This is an optimization exercise on Yosys and OpenROAD, whose aim is small area, a short achievable clock period and few clock cycles, not a production implementation. No functional check of the RTL was part of any run shown here. Power figures rest on the tool's default switching activity, not on a simulated workload.

==> flow/design.v (outline; a module is shown in full before it is edited, if it fits) <==
// module jscore_wtq: 79 lines
// module jscore_wt: 9 lines
// module jscore_pt: 138 lines
// module jscore_ptd: 137 lines
// module jscore_recip: 19 lines
// module jscore_add: 42 lines
// module jscore_sra: 7 lines
// module jscore_addk: 24 lines
// module jscore_mac: 35 lines
// module jscore: 688 lines
module jscore (
    input  wire        clk,
    input  wire        rst,
    input  wire        req,
    input  wire        we,
    input  wire [2:0]  addr,
    input  wire [31:0] wdata,
    output wire        ready,
    output reg         rvalid,
    output wire [31:0] rdata
);
  // ...
==> flow/flow/run.sh <==
#!/bin/bash
# Layout with the standard ORFS flow; repair_timing aims for extra setup slack.
set -euo pipefail
bash standard.sh SETUP_SLACK_MARGIN=14 finish > flow_make.log 2>&1
==> flow/standard.sh <==
#!/bin/bash
# synth_recipe.tcl (not shown) runs the flow's synth.tcl, then flattens the netlist and writes it again
# the make line also repeats each setting of config.mk as NAME=value (left out here)
make -C /OpenROAD-flow-scripts/flow DESIGN_CONFIG=/design/flow/config.mk WORK_HOME=/design/flow/orfs CLKGATE_MAP_FILE= SYNTH_SCRIPT=/design/flow/synth_recipe.tcl "${@:-finish}"
==> flow/config.mk <==
export PLATFORM = sky130hd
export DESIGN_NAME = jscore
export DESIGN_NICKNAME = jscore
export VERILOG_FILES = /design/flow/design.v
export SDC_FILE = /design/flow/constraint.sdc
export NUM_CORES = 8
export LEC_CHECK = 0
export CAP_MARGIN = 40
export CORE_MARGIN = 2
export CORE_UTILIZATION = 40
export SLEW_MARGIN = 30
export SYNTH_HIERARCHICAL = 1
==> flow/constraint.sdc <==
create_clock -name core_clock -period 20.0 [get_ports {clk}]
set_input_delay 4.0000 -clock core_clock [delete_from_list [all_inputs] [get_ports {clk}]]
set_output_delay 4.0000 -clock core_clock [all_outputs]
set_load 0.01 [all_outputs]
==> results_dict.tcl, run 1 <==
set metrics [dict create \
    antenna_found_initial 112 \
    syn-cell-area_mm2 0.144 \
    place_area_mm2 0.151 \
    buffer_area_share_pct 7.77 \
    postRouteAntennaNets 0 \
    design.seq.count 1615 \
    slowest_delay_ps 580 \
    crit_cells 6 \
    dp_slack_ps 12170 \
    wl_met1_um 295000 \
    n_all_inverters 1098 \
    avgSynthCellArea_um2 7.75 \
    io_buffers 72 \
    fin_nets 20000 \
    power.density_mw_per_mm2 47.7 \
    critical_path.max_fanout 8 \
    avgRoutedWirePerCell_um 34.4 \
    hp-class "register to register" \
    drc 0 \
    path_clk_slew_ps 60 \
    start_kind "register" \
    cts_buffers 200 \
    route.met3.wl_um 111000 \
    grt_use_met1_pct 51.0 \
    clock_latency_ps 990 \
    status "no timing/DRC/antenna violations" \
    largest-register "phase_f" \
    finalPower_mw 8.10 \
    clk_share_pct 3.92 \
    final_cells 23600 \
    crit_slowest_cell "a22oi_2" \
    multiInputCombCellCount 14400 \
    n_tap_cell 4773 \
    overflow 0 \
    setup_slack_ps 13290 \
    seq_cell_power_mw 3.24 \
    p_seq_share_pct 40.0 \
    final_cell_mix "nand2_1, a21oi_1, dfxtp_1" \
    drive_gt1_share_pct 16.4 \
    die_w_um 604 \
    vias 156000 \
    grt_use_met2_pct 58.6 \
    intPower_mw 5.71 \
    cts_setup_buffers 213 \
    fill_cells 35300 \
]
==> module jscore, before the edit <==
module jscore (
    input  wire        clk,
    input  wire        rst,
    input  wire        req,
    input  wire        we,
    input  wire [2:0]  addr,
    input  wire [31:0] wdata,
    output wire        ready,
    output reg         rvalid,
    output wire [31:0] rdata
);
    localparam [2:0] PH_IDLE    = 3'd0;
    localparam [2:0] PH_ATTACK  = 3'd1;
    localparam [2:0] PH_DECAY   = 3'd2;
    localparam [2:0] PH_SUSTAIN = 3'd3;
    localparam [2:0] PH_RELEASE = 3'd4;
    localparam S_IDLE = 0;     
    localparam S_EX   = 1;     
    localparam S_MA   = 2;     
    localparam S_MB   = 3;     
    localparam S_R1   = 4;     
    localparam S_R2   = 5;     
    localparam S_RF   = 6;     
    localparam S_TK   = 7;     
    localparam S_DN   = 8;     
    localparam S_MP   = 9;     
    localparam S_FN   = 10;    
    localparam S_N1   = 11;    
    localparam NS     = 12;
    localparam [NS-1:0] ONE = 1;
    reg [31:0] opa, opb, res;
    reg [2:0]  env_phase;
    reg [4:0]  eph;              
    reg        stale;
    reg        err;
    reg        dirty;            
    reg [31:0] freq;             
    reg [31:0] detune;
    reg [3:0]  unison;
    reg [3:0]  crush_d1;
    reg [3:0]  crush_d2;
    reg [32*8-1:0] inc_f;        
    reg [32*9-1:0] phase_f;      
    reg [8*9-1:0]  samp;         
    reg [16:0] env_level;        
    reg [16:0] env_gain;         
    reg [17:0] env_step;         
    reg [7:0]  env_atk;          
    reg [16:0] env_dec_tgt;      
    reg [31:0] cfg_attack, cfg_decay, cfg_release, cfg_esc;
    reg [16:0] cfg_sustain;      
    reg [3:0]  cfg_ishift;
    reg [32*8-1:0] sm_val_f;
    reg [16*8-1:0] sm_alpha_f;   
    reg        rst_r;            
    reg [NS-1:0] st;             
    reg [31:0] cmd;              
    reg        mc_r;             
    reg        tk_r;             
    reg [2:0]  sm_sel;           
    reg        f_opa, f_opb;     
    reg [1:0]  rk;               
    reg        iw;               
    reg        rs_a, rs_b, rs_r, rs_s;    
    reg        wlo;              
    reg        mnar;             
    reg        msgn;             
    reg [32:0] mA;
    reg [8:0]  mB_one, mB_two, mB_neg;
    reg [31:0] mC;
    reg [15:0] mClo;             
    reg        cen;              
    reg [15:0] av_s, av_c;       
    reg        pv;               
    reg [8:0]  act;              
    reg [8:0]  uh;               
    wire [7:0]  op    = cmd[7:0];
    wire [3:0]  idx   = cmd[11:8];
    wire [3:0]  rsv   = cmd[15:12];
    wire [15:0] imm   = cmd[31:16];
    wire [7:0]  regno = cmd[23:16];
    wire [4:0] status = {err, stale, env_phase};
    wire need_more = mc_r | (tk_r & ((stale & dirty) | !pv));
    assign ready = !rst_r & (st[S_IDLE] | (st[S_EX] & !need_more) |
                             st[S_MA] | st[S_TK] | st[S_DN] | st[S_FN]);
    wire acc     = req & ready;
    wire acc_cmd = acc & we & (addr == 3'd0);
    assign rdata = ({32{rs_a}} & opa) | ({32{rs_b}} & opb) | ({32{rs_r}} & res) |
                   {27'd0, {5{rs_s}} & status};
    wire [7:0] wop = wdata[7:0];
    wire w_mc = ((wop[7:4] == 4'h1) && !wop[2]) || (wop == 8'h20) || (wop == 8'h30) ||
                (wop == 8'h34) || (wop == 8'h61);
    wire w_tk = (wop == 8'h41);
    wire [22:0] pt_v0;
    wire [17:0] pt_d;
    wire [31:0] recip_cur;
    wire [6:0]  pt_i;
    jscore_pt    u_pt    (.idx(pt_i), .val(pt_v0));
    jscore_ptd   u_ptd   (.idx(pt_i), .val(pt_d));
    jscore_recip u_recip (.idx(unison), .val(recip_cur));
    wire is_nop      = (op == 8'h00);
    wire is_mul      = (op[7:4] == 4'h1) && !op[2];
    wire is_smooth   = (op == 8'h20);
    wire is_setnote  = (op == 8'h30);
    wire is_setdet   = (op == 8'h31);
    wire is_setuni   = (op == 8'h32);
    wire is_setbc    = (op == 8'h33);
    wire is_noteon   = (op == 8'h34);
    wire is_noteoff  = (op == 8'h35);
    wire is_envupd   = (op == 8'h40);
    wire is_tick     = (op == 8'h41);
    wire is_rdreg    = (op == 8'h50);
    wire is_wrreg    = (op == 8'h51);
    wire is_crush    = (op == 8'h60);
    wire is_mixclip  = (op == 8'h61);
    wire op_known = is_nop | is_mul | is_smooth | is_setnote | is_setdet | is_setuni |
                    is_setbc | is_noteon | is_noteoff | is_envupd | is_tick |
                    is_rdreg | is_wrreg | is_crush | is_mixclip;
    reg  [31:0] sm_prev;         
    reg  [15:0] sm_alph;
    reg        rd_ok;
    reg [31:0] rd_val;
    integer k;
    always @(*) begin
        rd_ok  = 1'b1;
        rd_val = 32'd0;
        case (regno)
            8'h00: rd_val = {27'd0, status};
            8'h01: rd_val = freq;
            8'h02: rd_val = detune;
            8'h03: rd_val = {28'd0, unison};
            8'h04: rd_val = {20'd0, crush_d2, 4'd0, crush_d1};
            8'h08: rd_val = {15'd0, env_level};
            8'h09: rd_val = {15'd0, env_gain};
            8'h0A: rd_val = {{14{env_step[17]}}, env_step};
            8'h0B: rd_val = {15'd0, env_atk, 9'd0};
            8'h0C: rd_val = {15'd0, env_dec_tgt};
            8'h10: rd_val = cfg_attack;
            8'h11: rd_val = cfg_decay;
            8'h12: rd_val = {15'd0, cfg_sustain};
            8'h13: rd_val = cfg_release;
            8'h14: rd_val = cfg_esc;
            8'h15: rd_val = {28'd0, cfg_ishift};
            8'h20, 8'h21, 8'h22, 8'h23, 8'h24, 8'h25, 8'h26, 8'h27,
            8'h30, 8'h31, 8'h32, 8'h33, 8'h34, 8'h35, 8'h36, 8'h37,
            8'h41, 8'h42, 8'h43, 8'h44, 8'h45, 8'h46, 8'h47, 8'h48,
            8'h50, 8'h51, 8'h52, 8'h53, 8'h54, 8'h55, 8'h56, 8'h57, 8'h58: begin
                if (regno[7:4] == 4'h2) rd_val = sm_prev;
                if (regno[7:4] == 4'h3) rd_val = {16'd0, sm_alph};
                for (k = 0; k < 8; k = k + 1)
                    if (regno[3:0] == k + 1 && regno[7:4] == 4'h4) rd_val = inc_f[32*k +: 32];
                for (k = 0; k < 9; k = k + 1)
                    if (regno[3:0] == k && regno[7:4] == 4'h5) rd_val = phase_f[32*k +: 32];
            end
            default: rd_ok = 1'b0;
        endcase
    end
    wire wr_ok = (regno == 8'h00) || (regno >= 8'h10 && regno <= 8'h15) ||
                 (regno >= 8'h20 && regno <= 8'h27) ||
                 (regno >= 8'h30 && regno <= 8'h37);
    wire illegal = (rsv != 4'd0) || !op_known ||
                   ((is_rdreg || is_wrreg) && imm[15:8] != 8'd0) ||
                   (is_smooth && idx[3]) ||
                   (is_rdreg && !rd_ok) ||
                   (is_wrreg && !wr_ok);
    wire [47:0] m_s;
    jscore_mac u_mac (.a(mA), .b_one(mB_one), .b_two(mB_two), .b_neg(mB_neg[7:0]), .cen(cen),
                      .c({mC, mClo}), .s(m_s));
    wire [31:0] m_hi = m_s[47:16];
    wire [31:0] m_lo = m_s[31:0];
    wire [31:0] m_w  = wlo ? m_lo : m_hi;
    function [4:0] phase_oh;
        input [2:0] ph;
        begin
            phase_oh = (ph <= 3'd4) ? (5'd1 << ph) : 5'd0;
        end
    endfunction
    function [26:0] booth;
        input [17:0] b;
        reg   [18:0] bx;
        reg   [2:0]  t;
        integer n;
        begin
            bx = {b, 1'b0};
            for (n = 0; n < 9; n = n + 1) begin
                t = bx[2*n +: 3];
                booth[n]      = t[1] ^ t[0];
                booth[9 + n]  = (t == 3'b011) || (t == 3'b100);
                booth[18 + n] = t[2] && (t != 3'b111);
            end
        end
    endfunction
    reg [17:0] nB;       
    reg        nB_ld;
    wire        mul_fast   = op[3];
    wire [1:0]  mul_fmt    = op[1:0];
    wire        mul_signed = mul_fmt[1];
    wire        mul_wide   = (mul_fmt == 2'b01) || (mul_fmt == 2'b10);
    wire [32:0] mw_a  = {mul_signed & opa[31], opa};
    wire [32:0] mw_b  = {mul_signed & opb[31], opb};
    wire [16:0] mn_a  = {mul_signed & opa[15], opa[15:0]};
    wire [16:0] mn_b  = {mul_signed & opb[15], opb[15:0]};
    wire [24:0] mwf_a = mw_a[32:8];          
    wire [24:0] mwf_b = mw_b[32:8];
    wire [12:0] mnf_a = mn_a[16:4];          
    wire [12:0] mnf_b = mn_b[16:4];
    wire [15:0] mul_blo = mul_fast ? mwf_b[15:0] : mw_b[15:0];
    wire [17:0] mul_b1  = mul_wide ? (mul_fast ? ({{9{mwf_b[24]}}, mwf_b[24:16]} + {17'd0, mwf_b[15]})
                                               : ({mw_b[32], mw_b[32:16]} + {17'd0, mw_b[15]}))
                                   : (mul_fast ? {{5{mnf_b[12]}}, mnf_b} : {mn_b[16], mn_b});
    wire [32:0] mul_a   = mul_wide ? (mul_fast ? {{8{mwf_a[24]}}, mwf_a} : mw_a)
                                   : (mul_fast ? {{4{mnf_a[12]}}, mnf_a, 16'd0} : {{8{mn_a[16]}}, mn_a, 8'd0});
    wire        mul_nb  = mul_b1[17];
    wire [17:0] mul_b1n = 18'd0 - mul_b1;
    wire [32:0] mul_an  = 33'd0 - mul_a;
    wire [31:0] mul_res = mnar ? {{16{msgn & m_hi[15]}}, m_hi[15:0]} : m_w;
    always @(*) begin
        sm_prev = 32'd0;
        sm_alph = 16'd0;
        for (k = 0; k < 8; k = k + 1)
            if (sm_sel == k) begin
                sm_prev = sm_val_f[32*k +: 32];
                sm_alph = sm_alpha_f[16*k +: 16];
            end
    end
    wire [31:0] sm_c0 = sm_alph[15] ? sm_prev : opa;
    wire [31:0] sm_c1 = sm_c0 + 32'd1;
    wire [32:0] sm_d;
    jscore_add #(33) u_smd (.a({1'b0, sm_prev}), .b({1'b1, ~opa}), .ci(1'b1), .s(sm_d));
    wire [6:0]         sn_note = (imm > 16'd127) ? 7'd127 : imm[6:0];
    wire signed [17:0] sn_sum  = $signed({3'b000, sn_note, 8'h00}) + $signed({{2{opa[15]}}, opa[15:0]});
    wire [14:0]        sn_p    = sn_sum[17] ? 15'd0 :
                                 (sn_sum > 18'sd32512) ? 15'h7F00 : sn_sum[14:0];
    assign pt_i = mC[14:8] & {7{st[S_N1]}};
    wire [6:0]  no_v   = (imm > 16'd127) ? 7'd127 : imm[6:0];
    wire        no_max = (no_v == 7'd127);
    wire [17:0] no_vg  = no_max ? 18'h10000 : {2'b00, no_v, 9'd0};
    wire [3:0]  su_n   = (imm > 16'd8) ? 4'd8 : imm[3:0];
    wire [7:0]  bc_v   = (imm > 16'd255) ? 8'd255 : imm[7:0];
    wire [7:0]  bc_lo  = (bc_v > 8'd128) ? 8'd128 : bc_v;
    wire [7:0]  bc_hi  = (bc_v > 8'd128) ? (bc_v - 8'd128) : 8'd0;
    wire [8:0]  rh = recip_cur[16:8];
    wire [15:0] mc_res = ($signed(mC) > 32'sd32767)  ? 16'h7FFF :
                         ($signed(mC) < -32'sd32768) ? 16'h8000 : mC[15:0];
    wire ph_i = eph[0];
    wire ph_a = eph[1];
    wire ph_d = eph[2];
    wire ph_s = eph[3];
    wire ph_r = eph[4];
    wire ph_dr = ph_d | ph_r;
    wire big_a = |cfg_attack[31:17];
    wire big_d = |cfg_decay[31:17];
    wire big_r = |cfg_release[31:17];
    wire [16:0] env_atk_tgt = {env_atk, 9'd0};
    wire [19:0] eu_x  = ph_a ? {3'd0, cfg_attack[16:0]} :
                        ph_d ? {3'h7, ~cfg_decay[16:0]} :
                        ph_r ? {3'h7, ~cfg_release[16:0]} : 20'd0;
    wire [19:0] eu_y  = ph_a ? {3'h7, ~env_atk_tgt} : ph_d ? {3'h7, ~env_dec_tgt} : 20'hFFFFF;
    wire [19:0] eu_l  = {3'd0, env_level};
    wire [19:0] eu_ng = {3'h7, ~env_gain};
    wire [19:0] eu_cand, eu_cmp, eu_cg, eu_c1, eu_c2, eu_g1, eu_g2;
    jscore_add #(20) u_euc (.a(eu_l), .b(eu_x), .ci(ph_dr), .s(eu_cand));
    assign eu_c1 = eu_l ^ eu_x ^ eu_y;  assign eu_c2 = ((eu_l & eu_x) | (eu_l & eu_y) | (eu_x & eu_y)) << 1;
    jscore_add #(20) u_eum (.a(eu_c1), .b(eu_c2), .ci(1'b1), .s(eu_cmp));
    assign eu_g1 = eu_l ^ eu_x ^ eu_ng;  assign eu_g2 = ((eu_l & eu_x) | (eu_l & eu_ng) | (eu_x & eu_ng)) << 1;
    jscore_add #(20) u_eug (.a(eu_g1), .b({eu_g2[19:1], ph_dr}), .ci(1'b1), .s(eu_cg));
    wire        eu_cond = ph_a ? (big_a | !eu_cmp[19]) :
                          ph_d ? (big_d | eu_cmp[19]) :
                          ph_r ? (big_r | eu_cmp[19]) : 1'b0;
    wire [16:0] eu_fix  = ph_a ? env_atk_tgt : (ph_d | ph_s) ? env_dec_tgt :
                          (ph_r | ph_i) ? 17'd0 : env_level;
    wire        eu_take = eu_cond | !(ph_a | ph_dr);
    wire [16:0] eu_level = eu_take ? eu_fix : eu_cand[16:0];
    wire [17:0] eu_fg;
    jscore_add #(18) u_euf (.a({1'b0, eu_fix}), .b({1'b1, ~env_gain}), .ci(1'b1), .s(eu_fg));
    wire [17:0] eu_fgs, eu_cgs;
    jscore_sra u_sfg (.a(eu_fg), .sh(cfg_ishift), .y(eu_fgs));
    jscore_sra u_scg (.a(eu_cg[17:0]), .sh(cfg_ishift), .y(eu_cgs));
    wire [17:0] eu_step  = eu_take ? eu_fgs : eu_cgs;
    wire [2:0]  eu_phase = !eu_cond ? env_phase :
                           ph_a ? PH_DECAY : ph_d ? PH_SUSTAIN : PH_IDLE;
    wire [15:0] cm1 = 16'hFFFF << crush_d1;
    wire [15:0] cm2 = 16'hFFFF << crush_d2;
    wire [15:0] cr_in  = opa[15:0];
    wire [16:0] cr_s   = {cr_in[15] & cm1[15], cr_in & cm1} + {cr_in[15] & cm2[15], cr_in & cm2};
    wire [15:0] cr_res = cr_s[16:1];
    wire [15:0] avg;
    jscore_add #(16) u_avg (.a(av_s), .b(av_c), .ci(1'b0), .s(avg));
    wire [7:0]  mx_ch = avg[15:8];
    wire [10:0] mx_gx = {2'b00, env_gain[16:8]} << 1;
    wire [17:0] mx_r [0:4];
    wire [4:0]  mx_neg;
    genvar gm;
    generate
        for (gm = 0; gm < 5; gm = gm + 1) begin : g_mx
            wire [2:0]  t   = mx_gx[2*gm +: 3];
            wire        one = t[1] ^ t[0];
            wire        two = (t == 3'b011) || (t == 3'b100);
            assign mx_neg[gm] = t[2] && (t != 3'b111);
            wire [8:0]  x   = ({9{one}} & {mx_ch[7], mx_ch}) | ({9{two}} & {mx_ch, 1'b0});
            wire [8:0]  pp  = x ^ {9{mx_neg[gm]}};
            wire [17:0] se  = {{9{pp[8]}}, pp};
            if (gm == 0) begin : g_r0
                assign mx_r[gm] = se;
            end else begin : g_rn
                assign mx_r[gm] = (se << (2 * gm)) | ({17'd0, mx_neg[gm-1]} << (2 * gm - 2));
            end
        end
    endgenerate
    wire [17:0] mx_a0, mx_a1, mx_b0, mx_b1, mx_c0, mx_c1;
    assign mx_a0 = mx_r[0] ^ mx_r[1] ^ mx_r[2];  assign mx_a1 = ((mx_r[0] & mx_r[1]) | (mx_r[0] & mx_r[2]) | (mx_r[1] & mx_r[2])) << 1;
    assign mx_b0 = mx_r[3] ^ mx_r[4] ^ mx_a0;  assign mx_b1 = ((mx_r[3] & mx_r[4]) | (mx_r[3] & mx_a0) | (mx_r[4] & mx_a0)) << 1;
    assign mx_c0 = mx_b0 ^ mx_b1 ^ mx_a1;  assign mx_c1 = ((mx_b0 & mx_b1) | (mx_b0 & mx_a1) | (mx_b1 & mx_a1)) << 1;
    wire [17:0] mx_y;
    jscore_add #(18) u_mxy (.a(mx_c0), .b(mx_c1), .ci(1'b0), .s(mx_y));
    wire signed [18:0] en_sum = $signed({2'b00, env_gain}) + $signed({env_step[17], env_step});
    wire signed [18:0] en_lvl = $signed({2'b00, env_level});
    reg  [16:0] en_gain;
    always @(*) begin
        en_gain = env_gain;
        if (!env_step[17] && env_step != 18'd0)
            en_gain = (en_sum < en_lvl) ? en_sum[16:0] : env_level;
        else if (env_step[17])
            en_gain = (en_sum > en_lvl) ? en_sum[16:0] : env_level;
    end
    wire [32*9-1:0] nph;
    wire [8*9-1:0]  nsamp;
    genvar gj;
    generate
        for (gj = 0; gj <= 8; gj = gj + 1) begin : g_osc
            wire [31:0] incj;
            if (gj == 0) begin : g0
                assign incj = freq;
            end else begin : gn
                assign incj = inc_f[32*(gj-1) +: 32];
            end
            jscore_add #(32) u_add (.a(phase_f[32*gj +: 32]), .b(incj), .ci(1'b0), .s(nph[32*gj +: 32]));
            jscore_wt u_wt (.idx(nph[32*gj+16 +: 8]), .val(nsamp[8*gj +: 8]));
        end
    endgenerate
    wire [11:0] pt [0:8];
    generate
        for (gj = 0; gj <= 8; gj = gj + 1) begin : g_ps
            assign pt[gj] = {{4{samp[8*gj+7] & act[gj]}}, samp[8*gj +: 8] & {8{act[gj]}}};
        end
    endgenerate
    wire [11:0] q0, q1, q2, q3, q4, q5, r0, r1, r2, r3, t0, t1;
    assign q0 = pt[0] ^ pt[1] ^ pt[2];  assign q1 = ((pt[0] & pt[1]) | (pt[0] & pt[2]) | (pt[1] & pt[2])) << 1;
    assign q2 = pt[3] ^ pt[4] ^ pt[5];  assign q3 = ((pt[3] & pt[4]) | (pt[3] & pt[5]) | (pt[4] & pt[5])) << 1;
    assign q4 = pt[6] ^ pt[7] ^ pt[8];  assign q5 = ((pt[6] & pt[7]) | (pt[6] & pt[8]) | (pt[7] & pt[8])) << 1;
    assign r0 = q0 ^ q1 ^ q2;  assign r1 = ((q0 & q1) | (q0 & q2) | (q1 & q2)) << 1;
    assign r2 = q3 ^ q4 ^ q5;  assign r3 = ((q3 & q4) | (q3 & q5) | (q4 & q5)) << 1;
    assign t0 = r0 ^ r1 ^ r2;  assign t1 = ((r0 & r1) | (r0 & r2) | (r1 & r2)) << 1;
    wire [11:0] v0, v1;
    assign v0 = t0 ^ t1 ^ r3;  assign v1 = ((t0 & t1) | (t0 & r3) | (t1 & r3)) << 1;
    wire [11:0] ps_sum;
    jscore_add #(12) u_ps (.a(v0), .b(v1), .ci(1'b0), .s(ps_sum));
    wire [15:0] ps16   = {{4{ps_sum[11]}}, ps_sum};
    wire [15:0] sa1 = ({16{uh[0]}} & (ps16 << 8)) | ({16{uh[1]}} & (ps16 << 7)) |
                      ({16{uh[2] | uh[3]}} & (ps16 << 6)) |
                      ({16{uh[4] | uh[5] | uh[6] | uh[7]}} & (ps16 << 5)) | ({16{uh[8]}} & (ps16 << 4));
    wire [15:0] sa2 = ({16{uh[2] | uh[4]}} & (ps16 << 4)) | ({16{uh[5] | uh[8]}} & (ps16 << 3)) |
                      ({16{uh[6]}} & (ps16 << 2));
    wire [15:0] sa3 = ({16{uh[2] | uh[8]}} & (ps16 << 2)) | ({16{uh[4] | uh[5]}} & (ps16 << 1));
    wire [15:0] sa4 = {16{uh[2] | uh[4]}} & ps16;
    wire [15:0] w0, w1, x0, x1;
    assign w0 = sa1 ^ sa2 ^ sa3;  assign w1 = ((sa1 & sa2) | (sa1 & sa3) | (sa2 & sa3)) << 1;
    assign x0 = w0 ^ w1 ^ sa4;  assign x1 = ((w0 & w1) | (w0 & sa4) | (w1 & sa4)) << 1;
    wire [31:0] rc_y = (rk == 2'd0) ? detune : cfg_esc;
    wire det_1p = (detune[31:25] == 7'd0);
    wire esc_1p = (cfg_esc[31:25] == 7'd0);
    wire [8:0] det_hi = {1'b0, detune[31:24]} + {8'd0, detune[23]};
    wire [8:0] esc_hi = {1'b0, cfg_esc[31:24]} + {8'd0, cfg_esc[23]};
    wire nb_neg7 = nB_enc[18 + 7];
    wire [31:0] inc_p, inc_m;
    jscore_add #(32) u_incp (.a(freq), .b(mC),  .ci(1'b0), .s(inc_p));
    jscore_add #(32) u_incm (.a(freq), .b(~mC), .ci(1'b1), .s(inc_m));
    wire tick_now = (st[S_EX] && !illegal && is_tick && !(stale && dirty) && pv) ||
                    st[S_TK];
    wire uni_chg  = st[S_EX] && !illegal && is_setuni && (su_n != unison);
    wire [26:0] nB_enc = booth(nB);
    always @(*) begin
        nB    = 18'd0;
        nB_ld = 1'b1;
        if (st[S_EX]) begin
                if (is_mul)
                    nB = mul_nb ? mul_b1n : mul_b1;
                else if (is_smooth)
                    nB = {{2{sm_alph[15]}}, sm_alph};
                else if (is_noteon)
                    nB = no_vg;
                else if (is_tick)
                    nB = det_1p ? {1'b0, detune[24:8]} : {9'd0, det_hi};
                else if (is_mixclip)
                    nB = {9'd0, rh};
                else
                    nB_ld = 1'b0;
        end else if (st[S_MB])
            nB = {{2{mul_blo[15]}}, mul_blo};
        else if (st[S_N1])
            nB = {10'd0, mC[7:0]};
        else if (st[S_R1])
            nB = {{2{rc_y[23]}}, rc_y[23:8]};
        else if (st[S_R2])
            nB = esc_1p ? {1'b0, cfg_esc[24:8]} : {9'd0, esc_hi};
        else
            nB_ld = 1'b0;
    end
    integer i;
    always @(posedge clk) begin
        rst_r <= rst;
        if (rst_r) begin
            st          <= ONE << S_IDLE;
            cmd         <= 32'd0;
            mc_r        <= 1'b0;
            tk_r        <= 1'b0;
            sm_sel      <= 3'd0;
            f_opa       <= 1'b0;
            f_opb       <= 1'b0;
            rk          <= 2'd0;
            iw          <= 1'b0;
            rs_a        <= 1'b0;
            rs_b        <= 1'b0;
            rs_r        <= 1'b0;
            rs_s        <= 1'b0;
            rvalid      <= 1'b0;
            wlo         <= 1'b0;
            mnar        <= 1'b0;
            msgn        <= 1'b0;
            mA          <= 33'd0;
            mB_one      <= 9'd0;
            mB_two      <= 9'd0;
            mB_neg      <= 9'd0;
            mC          <= 32'd0;
            mClo        <= 16'd0;
            cen         <= 1'b0;
            av_s        <= 16'd0;
            av_c        <= 16'd0;
            pv          <= 1'b1;
            act         <= 9'h001;
            uh          <= 9'h001;
            opa         <= 32'd0;
            opb         <= 32'd0;
            res         <= 32'd0;
            env_phase   <= PH_IDLE;
            eph         <= 5'd1;
            stale       <= 1'b1;
            err         <= 1'b0;
            dirty       <= 1'b0;
            freq        <= 32'd0;
            detune      <= 32'd0;
            unison      <= 4'd0;
            crush_d1    <= 4'd0;
            crush_d2    <= 4'd0;
            env_level   <= 17'd0;
            env_gain    <= 17'd0;
            env_step    <= 18'd0;
            env_atk     <= 8'd0;
            env_dec_tgt <= 17'd0;
            cfg_attack  <= 32'd0;
            cfg_decay   <= 32'd0;
            cfg_sustain <= 17'd0;
            cfg_release <= 32'd0;
            cfg_esc     <= 32'h0001_0CCD;
            cfg_ishift  <= 4'd0;
            inc_f       <= 256'd0;
            phase_f     <= 288'd0;
            samp        <= 72'd0;
            sm_val_f    <= 256'd0;
            sm_alpha_f  <= 128'd0;
        end else begin
            av_s  <= x0;
            av_c  <= x1;
            pv    <= !(tick_now || uni_chg);
            rvalid <= acc & !we;
            rs_a   <= acc & !we & (addr == 3'd1);
            rs_b   <= acc & !we & (addr == 3'd2);
            rs_r   <= acc & !we & (addr == 3'd3);
            rs_s   <= acc & !we & (addr == 3'd4);
            f_opa  <= acc & we & (addr == 3'd1);
            f_opb  <= acc & we & (addr == 3'd2);
            if (f_opa) opa <= cmd;
            if (f_opb) opb <= cmd;
            if (nB_ld) begin
                mB_one <= nB_enc[8:0];
                mB_two <= nB_enc[17:9];
                mB_neg <= nB_enc[26:18];
            end
            st <= ONE << S_IDLE;
            if (st[S_EX]) begin
                    if (illegal) begin
                        err <= 1'b1;
                        if (mc_r) st <= ONE << S_DN;
                    end else if (is_mul) begin
                        cen  <= 1'b0;
                        mnar <= !mul_wide;
                        msgn <= mul_signed;
                        mA   <= mul_nb ? mul_an : mul_a;
                        if (mul_wide) begin
                            wlo <= mul_fast;
                            st  <= ONE << S_MB;
                        end else begin
                            wlo <= 1'b0;
                            st  <= ONE << S_MA;
                        end
                    end else if (is_smooth) begin
                        mnar <= 1'b0;
                        mA   <= sm_d;
                        mC   <= (sm_d[32] & nb_neg7) ? sm_c1 : sm_c0;
                        mClo <= sm_d[32] ? (nb_neg7 ? 16'h3FFF : 16'hFFFF) : (nb_neg7 ? 16'h4000 : 16'h0000);
                        cen  <= 1'b1;
                        wlo <= 1'b0;
                        st  <= ONE << S_MA;
                    end else if (is_setnote) begin
                        mC  <= {17'd0, sn_p};
                        st  <= ONE << S_N1;
                    end else if (is_setdet) begin
                        if (opa != detune) begin
                            detune <= opa;
                            stale  <= 1'b1;
                            dirty  <= 1'b1;
                        end
                    end else if (is_setuni) begin
                        if (su_n != unison) begin
                            unison <= su_n;
                            stale  <= 1'b1;
                        end
                        for (i = 0; i <= 8; i = i + 1) begin
                            act[i] <= (i <= su_n);
                            uh[i]  <= (i == su_n);
                        end
                    end else if (is_setbc) begin
                        crush_d1 <= bc_lo[7:4];
                        crush_d2 <= bc_hi[7:4];
                    end else if (is_noteon) begin
                        mA  <= {16'd0, cfg_sustain};
                        cen <= 1'b0;
                        wlo <= 1'b0;
                        env_atk   <= no_vg[16:9];
                        env_phase <= PH_ATTACK;
                        eph       <= 5'd2;
                        st  <= ONE << S_MA;
                    end else if (is_noteoff) begin
                        if (env_phase != PH_IDLE) begin
                            env_phase <= PH_RELEASE;
                            eph       <= 5'd16;
                        end
                    end else if (is_envupd) begin
                        env_phase <= eu_phase;
                        eph       <= phase_oh(eu_phase);
                        env_level <= eu_level;
                        env_step  <= eu_step;
                    end else if (is_tick) begin
                        if (stale && dirty) begin
                            mA  <= {9'd0, freq[31:8]};
                            cen <= 1'b0;
                            rk  <= 2'd0;
                            iw  <= 1'b0;
                            st  <= ONE << (det_1p ? S_R2 : S_R1);
                        end else begin
                            stale <= 1'b0;
                            if (!pv) st <= ONE << S_TK;
                        end
                    end else if (is_rdreg) begin
                        res <= rd_val;
                    end else if (is_wrreg) begin
                        case (regno)
                            8'h00: if (opa[4]) err <= 1'b0;
                            8'h10: cfg_attack  <= opa;
                            8'h11: cfg_decay   <= opa;
                            8'h12: cfg_sustain <= (opa > 32'h0001_0000) ? 17'h10000 : opa[16:0];
                            8'h13: cfg_release <= opa;
                            8'h14: begin
                                cfg_esc <= opa;
                                stale   <= 1'b1;
                                dirty   <= 1'b1;
                            end
                            8'h15: cfg_ishift <= opa[3:0];
                            default: ;
                        endcase
                        for (i = 0; i < 8; i = i + 1) begin
                            if (regno == 8'h20 + i)
                                sm_val_f[32*i +: 32] <= opa;
                            if (regno == 8'h30 + i)
                                sm_alpha_f[16*i +: 16] <= (opa > 32'h0000_FFFF) ? 16'hFFFF : opa[15:0];
                        end
                    end else if (is_crush) begin
                        res <= {{16{cr_res[15]}}, cr_res};
                    end else if (is_mixclip) begin
                        mA  <= {{9{opa[31]}}, opa[31:8]};
                        cen <= 1'b0;
                        wlo <= 1'b1;
                        st  <= ONE << S_MP;
                    end
                end
            if (st[S_MB]) begin
                    mA   <= mul_a;
                    mC   <= m_lo;
                    mClo <= {1'b0, nb_neg7, 14'd0};
                    cen  <= 1'b1;
                    st  <= ONE << S_MA;
                end
            if (st[S_MA]) begin
                    if (is_mul | is_smooth)
                        res <= mul_res;
                    if (is_smooth) begin
                        for (i = 0; i < 8; i = i + 1)
                            if (idx[2:0] == i)
                                sm_val_f[32*i +: 32] <= m_hi;
                    end else if (is_noteon)
                        env_dec_tgt <= m_hi[16:0];
                end
            if (st[S_N1]) begin
                    mA   <= {7'd0, pt_d, 8'd0};
                    mC   <= {9'd0, pt_v0};
                    mClo <= 16'd0;
                    cen  <= 1'b1;
                    wlo <= 1'b0;
                    st  <= ONE << S_MP;
                end
            if (st[S_MP]) begin
                    mC <= m_w;
                    st <= ONE << S_FN;
                end
            if (st[S_FN]) begin
                    if (is_setnote) begin
                        if (mC != freq) begin
                            freq  <= mC;
                            stale <= 1'b1;
                            dirty <= 1'b1;
                        end
                    end else
                        res <= {{16{mc_res[15]}}, mc_res};
                end
            if (st[S_R1]) begin
                    for (i = 1; i < 4; i = i + 1)
                        if (iw && rk == i) begin
                            inc_f[32*(2*i-2) +: 32] <= inc_p;
                            inc_f[32*(2*i-1) +: 32] <= inc_m;
                        end
                    iw   <= 1'b0;
                    mC   <= m_lo;
                    mClo <= {1'b0, nb_neg7, 14'd0};
                    cen  <= 1'b1;
                    st  <= ONE << S_R2;
                end
            if (st[S_R2]) begin
                    for (i = 1; i < 4; i = i + 1)
                        if (iw && rk == i) begin
                            inc_f[32*(2*i-2) +: 32] <= inc_p;
                            inc_f[32*(2*i-1) +: 32] <= inc_m;
                        end
                    mC  <= m_lo;
                    iw  <= 1'b1;
                    cen <= 1'b0;
                    mA  <= {9'd0, m_lo[31:8]};
                    rk  <= rk + 2'd1;
                    st  <= ONE << ((rk == 2'd3) ? S_RF : esc_1p ? S_R2 : S_R1);
                end
            if (st[S_RF]) begin
                    inc_f[32*6 +: 32] <= inc_p;
                    inc_f[32*7 +: 32] <= inc_m;
                    stale  <= 1'b0;
                    dirty  <= 1'b0;
                    iw     <= 1'b0;
                    st     <= ONE << S_TK;
                end
            if (tick_now) begin
                for (i = 0; i <= 8; i = i + 1) begin
                    if (i <= unison) begin
                        phase_f[32*i +: 32] <= nph[32*i +: 32];
                        samp[8*i +: 8]      <= nsamp[8*i +: 8];
                    end
                end
                res      <= {{14{mx_y[17]}}, mx_y};
                env_gain <= en_gain;
            end
            if (ready) begin
                cmd    <= wdata;
                sm_sel <= (wop == 8'h50) ? wdata[18:16] : wdata[10:8];
                mc_r <= w_mc;
                tk_r <= w_tk;
            end
            if (acc_cmd)
                st <= ONE << S_EX;
        end
    end
endmodule
==> run 2: changes to the inputs <==
--- a/flow/design.v
+++ b/flow/design.v
@@ -424,2 +424,25 @@
 endmodule
+module jscore_sel2 #(parameter N = 32) (
+    input  wire         s,
+    input  wire [N-1:0] a,
+    input  wire [N-1:0] b,
+    output wire [N-1:0] y
+);
+    assign y = s ? a : b;
+endmodule
+module jscore_sel5 #(parameter N = 32) (
+    input  wire [4:0]     s,
+    input  wire [5*N-1:0] a,
+    output wire [N-1:0]   y
+);
+    assign y = ({N{s[4]}} & a[4*N +: N]) | ({N{s[3]}} & a[3*N +: N]) | ({N{s[2]}} & a[2*N +: N]) |
+               ({N{s[1]}} & a[N +: N]) | ({N{s[0]}} & a[0 +: N]);
+endmodule
+module jscore_rdy (
+    input  wire       rst_r,
+    input  wire [9:0] s,         
+    output wire       y
+);
+    assign y = !rst_r & (s[0] | (s[1] & !(s[6] | (s[7] & (s[8] | !s[9])))) | s[2] | s[3] | s[4] | s[5]);
+endmodule
 module jscore_sra (
@@ -431,2 +454,33 @@
 endmodule
+module jscore_inc #(parameter N = 32) (
+    input  wire [N-1:0] a,
+    output wire [N-1:0] s
+);
+    function integer dstart;
+        input integer n;
+        integer m;
+        begin
+            m = 1;
+            while (m * 4 < n) m = m * 2;
+            dstart = m;
+        end
+    endfunction
+    localparam DM = dstart(N);
+    function [N-1:0] inc;
+        input [N-1:0] x;
+        reg   [N-1:0] P;
+        integer i, d;
+        begin
+            P = x;
+            for (d = 1; d < N; d = d * 2)
+                for (i = 2 * d - 1; i < N; i = i + 2 * d)
+                    P[i] = P[i] & P[i-d];
+            for (d = DM; d >= 1; d = d / 2)
+                for (i = 3 * d - 1; i < N; i = i + 2 * d)
+                    P[i] = P[i] & P[i-d];
+            inc = x ^ {P[N-2:0], 1'b1};
+        end
+    endfunction
+    assign s = inc(a);
+endmodule
 module jscore_addk #(parameter N = 48) (
@@ -549,3 +603,5 @@
     reg        tk_r;             
-    reg [2:0]  sm_sel;           
+    reg [17:0] dec_r;            
+    reg [7:0]  sm_sel;           
+    reg [7:0]  smw;              
     reg        f_opa, f_opb;     
@@ -572,6 +628,8 @@
     wire [4:0] status = {err, stale, env_phase};
-    wire need_more = mc_r | (tk_r & ((stale & dirty) | !pv));
-    assign ready = !rst_r & (st[S_IDLE] | (st[S_EX] & !need_more) |
-                             st[S_MA] | st[S_TK] | st[S_DN] | st[S_FN]);
-    wire acc     = req & ready;
+    wire [9:0] rdy_s = {pv, stale & dirty, tk_r, mc_r, st[S_FN], st[S_DN], st[S_TK], st[S_MA],
+                        st[S_EX], st[S_IDLE]};
+    wire rdy_i;
+    jscore_rdy u_rdy_o (.rst_r(rst_r), .s(rdy_s), .y(ready));
+    jscore_rdy u_rdy_i (.rst_r(rst_r), .s(rdy_s), .y(rdy_i));
+    wire acc     = req & rdy_i;
     wire acc_cmd = acc & we & (addr == 3'd0);
@@ -590,23 +648,20 @@
     jscore_recip u_recip (.idx(unison), .val(recip_cur));
-    wire is_nop      = (op == 8'h00);
-    wire is_mul      = (op[7:4] == 4'h1) && !op[2];
-    wire is_smooth   = (op == 8'h20);
-    wire is_setnote  = (op == 8'h30);
-    wire is_setdet   = (op == 8'h31);
-    wire is_setuni   = (op == 8'h32);
-    wire is_setbc    = (op == 8'h33);
-    wire is_noteon   = (op == 8'h34);
-    wire is_noteoff  = (op == 8'h35);
-    wire is_envupd   = (op == 8'h40);
-    wire is_tick     = (op == 8'h41);
-    wire is_rdreg    = (op == 8'h50);
-    wire is_wrreg    = (op == 8'h51);
-    wire is_crush    = (op == 8'h60);
-    wire is_mixclip  = (op == 8'h61);
-    wire op_known = is_nop | is_mul | is_smooth | is_setnote | is_setdet | is_setuni |
-                    is_setbc | is_noteon | is_noteoff | is_envupd | is_tick |
-                    is_rdreg | is_wrreg | is_crush | is_mixclip;
+    wire is_nop      = dec_r[0];
+    wire is_mul      = dec_r[1];
+    wire is_smooth   = dec_r[2];
+    wire is_setnote  = dec_r[3];
+    wire is_setdet   = dec_r[4];
+    wire is_setuni   = dec_r[5];
+    wire is_setbc    = dec_r[6];
+    wire is_noteon   = dec_r[7];
+    wire is_noteoff  = dec_r[8];
+    wire is_envupd   = dec_r[9];
+    wire is_tick     = dec_r[10];
+    wire is_rdreg    = dec_r[11];
+    wire is_wrreg    = dec_r[12];
+    wire is_crush    = dec_r[13];
+    wire is_mixclip  = dec_r[14];
+    wire illegal     = dec_r[15] | (dec_r[11] & dec_r[16]) | (dec_r[12] & dec_r[17]);
     reg  [31:0] sm_prev;         
     reg  [15:0] sm_alph;
-    reg        rd_ok;
     reg [31:0] rd_val;
@@ -614,3 +669,2 @@
     always @(*) begin
-        rd_ok  = 1'b1;
         rd_val = 32'd0;
@@ -644,13 +698,5 @@
             end
-            default: rd_ok = 1'b0;
+            default: ;
         endcase
     end
-    wire wr_ok = (regno == 8'h00) || (regno >= 8'h10 && regno <= 8'h15) ||
-                 (regno >= 8'h20 && regno <= 8'h27) ||
-                 (regno >= 8'h30 && regno <= 8'h37);
-    wire illegal = (rsv != 4'd0) || !op_known ||
-                   ((is_rdreg || is_wrreg) && imm[15:8] != 8'd0) ||
-                   (is_smooth && idx[3]) ||
-                   (is_rdreg && !rd_ok) ||
-                   (is_wrreg && !wr_ok);
     wire [47:0] m_s;
@@ -661,2 +707,37 @@
     wire [31:0] m_w  = wlo ? m_lo : m_hi;
+    function [17:0] decode;
+        input [31:0] w;
+        reg   [7:0]  o;
+        reg   [7:0]  r;
+        reg          rd_ok, wr_ok, known;
+        begin
+            o = w[7:0];
+            r = w[23:16];
+            decode = 18'd0;
+            decode[0]  = (o == 8'h00);
+            decode[1]  = (o[7:4] == 4'h1) && !o[2];
+            decode[2]  = (o == 8'h20);
+            decode[3]  = (o == 8'h30);
+            decode[4]  = (o == 8'h31);
+            decode[5]  = (o == 8'h32);
+            decode[6]  = (o == 8'h33);
+            decode[7]  = (o == 8'h34);
+            decode[8]  = (o == 8'h35);
+            decode[9]  = (o == 8'h40);
+            decode[10] = (o == 8'h41);
+            decode[11] = (o == 8'h50);
+            decode[12] = (o == 8'h51);
+            decode[13] = (o == 8'h60);
+            decode[14] = (o == 8'h61);
+            known = |decode[14:0];
+            rd_ok = (r <= 8'h04) || (r >= 8'h08 && r <= 8'h0C) || (r >= 8'h10 && r <= 8'h15) ||
+                    (r >= 8'h20 && r <= 8'h27) || (r >= 8'h30 && r <= 8'h37) ||
+                    (r >= 8'h41 && r <= 8'h48) || (r >= 8'h50 && r <= 8'h58);
+            wr_ok = (r == 8'h00) || (r >= 8'h10 && r <= 8'h15) ||
+                    (r >= 8'h20 && r <= 8'h27) || (r >= 8'h30 && r <= 8'h37);
+            decode[15] = (w[15:12] != 4'd0) || !known || (decode[2] && w[11]);
+            decode[16] = (w[31:24] != 8'd0) || !rd_ok;
+            decode[17] = (w[31:24] != 8'd0) || !wr_ok;
+        end
+    endfunction
     function [4:0] phase_oh;
@@ -709,10 +790,13 @@
         sm_alph = 16'd0;
-        for (k = 0; k < 8; k = k + 1)
-            if (sm_sel == k) begin
-                sm_prev = sm_val_f[32*k +: 32];
-                sm_alph = sm_alpha_f[16*k +: 16];
-            end
+        for (k = 0; k < 8; k = k + 1) begin
+            sm_prev = sm_prev | ((|(smw & sm_sel)) ? 32'd0 : (sm_val_f[32*k +: 32] & {32{sm_sel[k]}}));
+            sm_alph = sm_alph | (sm_alpha_f[16*k +: 16] & {16{sm_sel[k]}});
+        end
+        if (|(smw & sm_sel))
+            sm_prev = res;
     end
     wire [31:0] sm_c0 = sm_alph[15] ? sm_prev : opa;
-    wire [31:0] sm_c1 = sm_c0 + 32'd1;
+    wire [31:0] sm_c1;
+    jscore_inc #(32) u_smc (.a(sm_c0), .s(sm_c1));
+    wire [31:0] sm_cn = nb_neg7 ? sm_c1 : sm_c0;
     wire [32:0] sm_d;
@@ -756,5 +840,5 @@
     jscore_add #(20) u_eug (.a(eu_g1), .b({eu_g2[19:1], ph_dr}), .ci(1'b1), .s(eu_cg));
-    wire        eu_cond = ph_a ? (big_a | !eu_cmp[19]) :
-                          ph_d ? (big_d | eu_cmp[19]) :
-                          ph_r ? (big_r | eu_cmp[19]) : 1'b0;
+    wire        eu_big  = (ph_a & big_a) | (ph_d & big_d) | (ph_r & big_r);
+    wire        eu_adr  = ph_a | ph_dr;
+    wire        eu_cond = eu_big | (eu_adr & (eu_cmp[19] ^ ph_a));
     wire [16:0] eu_fix  = ph_a ? env_atk_tgt : (ph_d | ph_s) ? env_dec_tgt :
@@ -776,5 +860,7 @@
     wire [15:0] cr_res = cr_s[16:1];
-    wire [15:0] avg;
-    jscore_add #(16) u_avg (.a(av_s), .b(av_c), .ci(1'b0), .s(avg));
-    wire [7:0]  mx_ch = avg[15:8];
+    wire [8:0]  mx_lo;
+    wire [7:0]  mx_ch;
+    jscore_add #(9) u_avl (.a({1'b0, av_s[7:0]}), .b({1'b0, av_c[7:0]}), .ci(1'b0), .s(mx_lo));
+    jscore_add #(8) u_avh (.a(av_s[15:8]), .b(av_c[15:8]), .ci(1'b0), .s(mx_ch));
+    wire [17:0] mx_r5 = {9'd0, env_gain[16:8] & {9{mx_lo[8]}}};
     wire [10:0] mx_gx = {2'b00, env_gain[16:8]} << 1;
@@ -799,6 +885,7 @@
     endgenerate
-    wire [17:0] mx_a0, mx_a1, mx_b0, mx_b1, mx_c0, mx_c1;
+    wire [17:0] mx_a0, mx_a1, mx_a2, mx_a3, mx_b0, mx_b1, mx_c0, mx_c1;
     assign mx_a0 = mx_r[0] ^ mx_r[1] ^ mx_r[2];  assign mx_a1 = ((mx_r[0] & mx_r[1]) | (mx_r[0] & mx_r[2]) | (mx_r[1] & mx_r[2])) << 1;
-    assign mx_b0 = mx_r[3] ^ mx_r[4] ^ mx_a0;  assign mx_b1 = ((mx_r[3] & mx_r[4]) | (mx_r[3] & mx_a0) | (mx_r[4] & mx_a0)) << 1;
-    assign mx_c0 = mx_b0 ^ mx_b1 ^ mx_a1;  assign mx_c1 = ((mx_b0 & mx_b1) | (mx_b0 & mx_a1) | (mx_b1 & mx_a1)) << 1;
+    assign mx_a2 = mx_r[3] ^ mx_r[4] ^ mx_r5;  assign mx_a3 = ((mx_r[3] & mx_r[4]) | (mx_r[3] & mx_r5) | (mx_r[4] & mx_r5)) << 1;
+    assign mx_b0 = mx_a0 ^ mx_a1 ^ mx_a2;  assign mx_b1 = ((mx_a0 & mx_a1) | (mx_a0 & mx_a2) | (mx_a1 & mx_a2)) << 1;
+    assign mx_c0 = mx_b0 ^ mx_b1 ^ mx_a3;  assign mx_c1 = ((mx_b0 & mx_b1) | (mx_b0 & mx_a3) | (mx_b1 & mx_a3)) << 1;
     wire [17:0] mx_y;
@@ -898,2 +985,56 @@
     end
+    wire ex_ok = st[S_EX] & !illegal;
+    reg [31:0] res_o, mC_o;
+    reg [32:0] mA_o;
+    reg [6:0]  ma_s;
+    always @(*) begin
+        res_o = res;
+        if (ex_ok & is_rdreg)          res_o = rd_val;
+        if (ex_ok & is_crush)          res_o = {{16{cr_res[15]}}, cr_res};
+        if (st[S_FN] & !is_setnote)    res_o = {{16{mc_res[15]}}, mc_res};
+        ma_s = {ex_ok & is_mul & mul_nb, (ex_ok & is_mul & !mul_nb) | st[S_MB], ex_ok & is_smooth,
+                ex_ok & is_noteon, ex_ok & is_tick & stale & dirty, ex_ok & is_mixclip, st[S_N1]};
+        mA_o = ({33{ma_s[6]}} & mul_an) | ({33{ma_s[5]}} & mul_a) | ({33{ma_s[4]}} & sm_d) |
+               ({33{ma_s[3]}} & {16'd0, cfg_sustain}) | ({33{ma_s[2]}} & {9'd0, freq[31:8]}) |
+               ({33{ma_s[1]}} & {{9{opa[31]}}, opa[31:8]}) | ({33{ma_s[0]}} & {7'd0, pt_d, 8'd0}) |
+               ({33{~|ma_s}} & mA);
+        mC_o = mC;
+        if (ex_ok & is_smooth)         mC_o = sm_d[32] ? sm_cn : sm_c0;
+        if (ex_ok & is_setnote)        mC_o = {17'd0, sn_p};
+        if (st[S_N1])                  mC_o = {9'd0, pt_v0};
+    end
+    wire [31:0] res_d, mC_d;
+    wire [32:0] mA_d;
+    wire rs_hi  = st[S_MA] & ((is_mul & !mnar & !wlo) | is_smooth);
+    wire rs_lo  = st[S_MA] & is_mul & !mnar & wlo;
+    wire rs_ext = st[S_MA] & is_mul & mnar;
+    wire rs_kp  = !(tick_now | rs_hi | rs_lo | rs_ext);
+    jscore_sel5 #(32) u_res_d (.s({tick_now, rs_hi, rs_lo, rs_ext, rs_kp}),
+                               .a({{{14{mx_y[17]}}, mx_y}, m_hi, m_lo, {{16{msgn & m_hi[15]}}, m_hi[15:0]}, res_o}),
+                               .y(res_d));
+    jscore_sel2 #(33) u_mA_d  (.s(st[S_R2]), .a({9'd0, m_lo[31:8]}), .b(mA_o), .y(mA_d));
+    wire [31:0] m_x = (st[S_MP] & !wlo) ? m_hi : m_lo;
+    jscore_sel2 #(32) u_mC_d  (.s(st[S_MB] | st[S_MP] | st[S_R1] | st[S_R2]), .a(m_x), .b(mC_o), .y(mC_d));
+    wire eu_now = ex_ok & is_envupd;
+    wire [16:0] lvl_d;
+    wire [17:0] stp_d;
+    wire [4:0]  eph_d;
+    wire [4:0]  eph_o = (ex_ok & is_noteon) ? 5'd2 : (ex_ok & is_noteoff & !ph_i) ? 5'd16 : eph;
+    jscore_sel2 #(17) u_lvl_d (.s(eu_now), .a(eu_level), .b(env_level), .y(lvl_d));
+    jscore_sel2 #(18) u_stp_d (.s(eu_now), .a(eu_step), .b(env_step), .y(stp_d));
+    jscore_sel2 #(5)  u_eph_d (.s(eu_now), .a({ph_r & !eu_cond, ph_s | (ph_d & eu_cond), (ph_d & !eu_cond) | (ph_a & eu_cond),
+                                             ph_a & !eu_cond, ph_i | (ph_r & eu_cond)}), .b(eph_o), .y(eph_d));
+    wire [32*8-1:0] smv_d;
+    wire [8*9-1:0]  samp_d;
+    genvar gs;
+    generate
+        for (gs = 0; gs < 8; gs = gs + 1) begin : g_smv
+            assign smv_d[32*gs +: 32] = (ex_ok & is_wrreg & (regno == 8'h20 + gs)) ? opa :
+                                        smw[gs] ? res : sm_val_f[32*gs +: 32];
+        end
+        for (gs = 0; gs <= 8; gs = gs + 1) begin : g_samp
+            jscore_sel2 #(8) u_samp (.s(tick_now & act[gs]), .a(nsamp[8*gs +: 8]), .b(samp[8*gs +: 8]),
+                                     .y(samp_d[8*gs +: 8]));
+        end
+    endgenerate
     integer i;
@@ -906,3 +1047,5 @@
             tk_r        <= 1'b0;
-            sm_sel      <= 3'd0;
+            dec_r       <= 18'd0;
+            sm_sel      <= 8'd0;
+            smw         <= 8'd0;
             f_opa       <= 1'b0;
@@ -973,2 +1116,10 @@
             if (f_opb) opb <= cmd;
+            env_level <= lvl_d;
+            env_step  <= stp_d;
+            eph       <= eph_d;
+            res      <= res_d;
+            mA       <= mA_d;
+            mC       <= mC_d;
+            sm_val_f <= smv_d;
+            samp     <= samp_d;
             if (nB_ld) begin
@@ -987,3 +1138,2 @@
                         msgn <= mul_signed;
-                        mA   <= mul_nb ? mul_an : mul_a;
                         if (mul_wide) begin
@@ -997,4 +1147,2 @@
                         mnar <= 1'b0;
-                        mA   <= sm_d;
-                        mC   <= (sm_d[32] & nb_neg7) ? sm_c1 : sm_c0;
                         mClo <= sm_d[32] ? (nb_neg7 ? 16'h3FFF : 16'hFFFF) : (nb_neg7 ? 16'h4000 : 16'h0000);
@@ -1004,3 +1152,2 @@
                     end else if (is_setnote) begin
-                        mC  <= {17'd0, sn_p};
                         st  <= ONE << S_N1;
@@ -1025,3 +1172,2 @@
                     end else if (is_noteon) begin
-                        mA  <= {16'd0, cfg_sustain};
                         cen <= 1'b0;
@@ -1030,3 +1176,2 @@
                         env_phase <= PH_ATTACK;
-                        eph       <= 5'd2;
                         st  <= ONE << S_MA;
@@ -1035,3 +1180,2 @@
                             env_phase <= PH_RELEASE;
-                            eph       <= 5'd16;
                         end
@@ -1039,8 +1183,4 @@
                         env_phase <= eu_phase;
-                        eph       <= phase_oh(eu_phase);
-                        env_level <= eu_level;
-                        env_step  <= eu_step;
                     end else if (is_tick) begin
                         if (stale && dirty) begin
-                            mA  <= {9'd0, freq[31:8]};
                             cen <= 1'b0;
@@ -1053,4 +1193,2 @@
                         end
-                    end else if (is_rdreg) begin
-                        res <= rd_val;
                     end else if (is_wrreg) begin
@@ -1071,4 +1209,2 @@
                         for (i = 0; i < 8; i = i + 1) begin
-                            if (regno == 8'h20 + i)
-                                sm_val_f[32*i +: 32] <= opa;
                             if (regno == 8'h30 + i)
@@ -1076,6 +1212,3 @@
                         end
-                    end else if (is_crush) begin
-                        res <= {{16{cr_res[15]}}, cr_res};
                     end else if (is_mixclip) begin
-                        mA  <= {{9{opa[31]}}, opa[31:8]};
                         cen <= 1'b0;
@@ -1086,4 +1219,2 @@
             if (st[S_MB]) begin
-                    mA   <= mul_a;
-                    mC   <= m_lo;
                     mClo <= {1'b0, nb_neg7, 14'd0};
@@ -1093,9 +1224,3 @@
             if (st[S_MA]) begin
-                    if (is_mul | is_smooth)
-                        res <= mul_res;
-                    if (is_smooth) begin
-                        for (i = 0; i < 8; i = i + 1)
-                            if (idx[2:0] == i)
-                                sm_val_f[32*i +: 32] <= m_hi;
-                    end else if (is_noteon)
+                    if (is_noteon)
                         env_dec_tgt <= m_hi[16:0];
@@ -1103,4 +1228,2 @@
             if (st[S_N1]) begin
-                    mA   <= {7'd0, pt_d, 8'd0};
-                    mC   <= {9'd0, pt_v0};
                     mClo <= 16'd0;
@@ -1111,3 +1234,2 @@
             if (st[S_MP]) begin
-                    mC <= m_w;
                     st <= ONE << S_FN;
@@ -1121,4 +1243,3 @@
                         end
-                    end else
-                        res <= {{16{mc_res[15]}}, mc_res};
+                    end
                 end
@@ -1131,3 +1252,2 @@
                     iw   <= 1'b0;
-                    mC   <= m_lo;
                     mClo <= {1'b0, nb_neg7, 14'd0};
@@ -1142,6 +1262,4 @@
                         end
-                    mC  <= m_lo;
                     iw  <= 1'b1;
                     cen <= 1'b0;
-                    mA  <= {9'd0, m_lo[31:8]};
                     rk  <= rk + 2'd1;
@@ -1161,11 +1279,12 @@
                         phase_f[32*i +: 32] <= nph[32*i +: 32];
-                        samp[8*i +: 8]      <= nsamp[8*i +: 8];
                     end
                 end
-                res      <= {{14{mx_y[17]}}, mx_y};
                 env_gain <= en_gain;
             end
-            if (ready) begin
+            for (i = 0; i < 8; i = i + 1)
+                smw[i] <= st[S_MA] & is_smooth & (idx[2:0] == i);
+            if (rdy_i) begin
                 cmd    <= wdata;
-                sm_sel <= (wop == 8'h50) ? wdata[18:16] : wdata[10:8];
+                dec_r  <= decode(wdata);
+                sm_sel <= 8'd1 << ((wop == 8'h50) ? wdata[18:16] : wdata[10:8]);
                 mc_r <= w_mc;
==> flow/flow/run.sh (replaced) <==
#!/bin/bash
# Layout with the standard ORFS flow; repair_timing aims for extra setup slack.
set -euo pipefail
bash standard.sh SETUP_SLACK_MARGIN=14.5 finish > flow_make.log 2>&1
==> run 2 against run 1 <==
Against the previous run:
- still clean
- area after synthesis is 0.52% higher
- core utilization is 1.2 points higher
- setup slack worse by 130 ps
- final cell count is 1.8% lower
- fmax is 1.9% lower
- sequential power is 2% higher
- power is 3.0% lower
- routed wire length is 2.2% lower
- largest power group unchanged
==> results_dict.tcl, run 2 <==
set metrics [dict create \
    cts_buffers 202 \
    status "no timing/DRC/antenna violations" \
    finalSetupTns_ps 0 \
    fp.coreArea_mm2 0.359 \
    dp.cells 22000 \
    path_clk_slew_ps 60 \
    gp_congestion 1.09 \
    final_max_slew_viol_count 0 \
    reg2regPathDepth 25 \
    dieHeight_um 605 \
    drt-total-wl_um 794000 \
    cp.arrival_ps 2840 \
    final_cell_area_mm2 0.175 \
    avgSynthCellArea_um2 8.08 \
    drive_gt1_share_pct 20.2 \
    largest_reg_flops 288 \
    fp-row-count 220 \
    ys.warnings.count 21 \
    postRouteAntennaNets 0 \
    final_common_cell "nand2_1" \
    vias 153000 \
    fmax_mhz 146 \
    critical_path_class "register to output pin" \
    die_w_um 605 \
    track_usage_pct 41.4 \
    hold_viol 0 \
    clock_latency_ps 1010 \
    area_growth_pct 20.7 \
    start_util_pct 40.2 \
    largest-register "phase_f" \
    hpwlAfterDp_um 553000 \
    fin_nets 19600 \
    antenna_found_initial 109 \
    syn-cell-area_mm2 0.145 \
    drc 0 \
    reg_top3 "phase_f x288, inc_f x256, sm_val_f x256" \
    finalPower_mw 7.86 \
    io_pins 73 \
    fill_cells 34200 \
    dieArea_mm2 0.366 \
    vias_per_cell 6.58 \
    irDropWorstVdd_v 0.0000746 \
    final_cell_mix "nand2_1, dfxtp_1, a21oi_1" \
    clockBufferDepth 4 \
    skew_ps 102 \
    cts_tree "built" \
    hold_depth 2 \
    start_kind "register" \
    tightest_slew_ps 1180 \
    first_pass_iters 17 \
    leakagePower_nw 68.2 \
    htreeDepth 4 \
    rsz0062_at_grt "yes" \
    drt_iter0_markers 24800 \
    overflow 0 \
    power.density_mw_per_mm2 45.0 \
    cap_violations 0 \
    place_area_mm2 0.152 \
    cts-root-buf "clkbuf_16" \
    fin_util_pct 48.6 \
    cp-end-kind "output pin" \
    avgRoutedWirePerCell_um 34.2 \
    finalSetupViolCount 0 \
    finalCritPeriodShare_pct 34.2 \
    cts_sinks 1644 \
    critical_path.max_fanout 5 \
    grt_pass1_vias 137000 \
    syn_inst 17900 \
    relSlewSlack_pct 21.0 \
    hp-class "register to register" \
    fin_crit_ps 6840 \
    final_cells 23200 \
    io_buffers 72 \
    grt_pass1_wl_um 1090000 \
    required_ps 16000 \
    grt_max_degree 211 \
]
==> run 2: power breakdown <==
part,internal [mW],switching [mW]
sequential,3.27,0.0201
clock,2.29,1.75
combinational,0.148,0.379
==> run 2: critical path: stages (launching register included) <==
cell      delay (ps)
dfxtp_4          360
buf_12           150
buf_16           140
buf_4            140
a222oi_1         620
buf_4            280
inv_2             40
buf_6            110
==> run 2: layout make-up <==
cell class	instances	area, µm²	area share, %
Clock inverter	92	1210	0.691
Multi-Input combinational cell	13900	110000	62.8
Inverter	1030	3900	2.24
Clock buffer	276	5760	3.30
Tap cell	4773	5970	3.42
Antenna cell	71	178	0.102
Sequential cell	1644	33200	19.0
Timing Repair inverter	1	7.51	0.00430
Timing Repair Buffer	1465	14700	8.45
==> run 2: metal layers <==
layer  global-route usage (%)  share of wire [%]  vias to the layer above
met5                    0.105              0.059                        -
met4                     25.5                7.7                       62
met3                     15.7                 15                     2496
met2                     56.7                 39                    11500
met1                     54.3                 39                    74500
li1                         -                  -                    64100
==> run 2: stage by stage <==
step                worst slack [ps]  hold WS [ps]
finish                         13160           449
global placement               11760           437
floorplan                      14150           427
global route                   13220           461
detailed placement             12060           444
CTS                            13330           452
==> run 2: worst paths after layout <==
check                                     start         endpoint  slack [ps]
worst max-delay path                       rs_a        rdata[25]       13160
worst max register to register          av_s[8]          res[26]       13550
worst min register to register  sm_alpha_f[107]  sm_alpha_f[107]         450
worst min-delay path            sm_alpha_f[107]  sm_alpha_f[107]         450
==> run 2: timing repair <==
| action | CTS | global route |
|---|---|---|
| setup buffers | 542 | 153 |
| endpoints found under the hold margin | 0 | 0 |
| resized for setup | 1482 | 577 |
| setup endpoints to repair | 284 | 281 |
| pin swaps | 576 | 438 |
| cloned | 64 | 7 |
| hold buffers | 0 | 0 |

-- static timing again, ports no longer ideal --
The results above use ideal ports. As a check the final layouts listed here were re-extracted and re-timed, cells and wires unchanged.
Step 1 assumes that a clkbuf_16 drives the clock port and a buf_2 every other input.
Step 2, shift: input delay + t, output delay - t, t = (earliest + latest rising clock arrival at the registers) / 2. This alone moves slack from input paths to output paths.
Three values: ideal ports, drivers, drivers and shift; two values: the first two.
run | shift t [ns] | setup WS [ns] | latest minus earliest clock arrival (ns) | worst register clock-pin slew, ns
run 1 | 1.052 | 13.285 / 13.173 / 13.402 | 0.102 / 0.102 | 0.08 / 0.08
run 2 | 1.069 | 13.158 / 13.048 / 13.519 | 0.105 / 0.105 | 0.08 / 0.08
After both steps setup and hold are still met in every run listed.
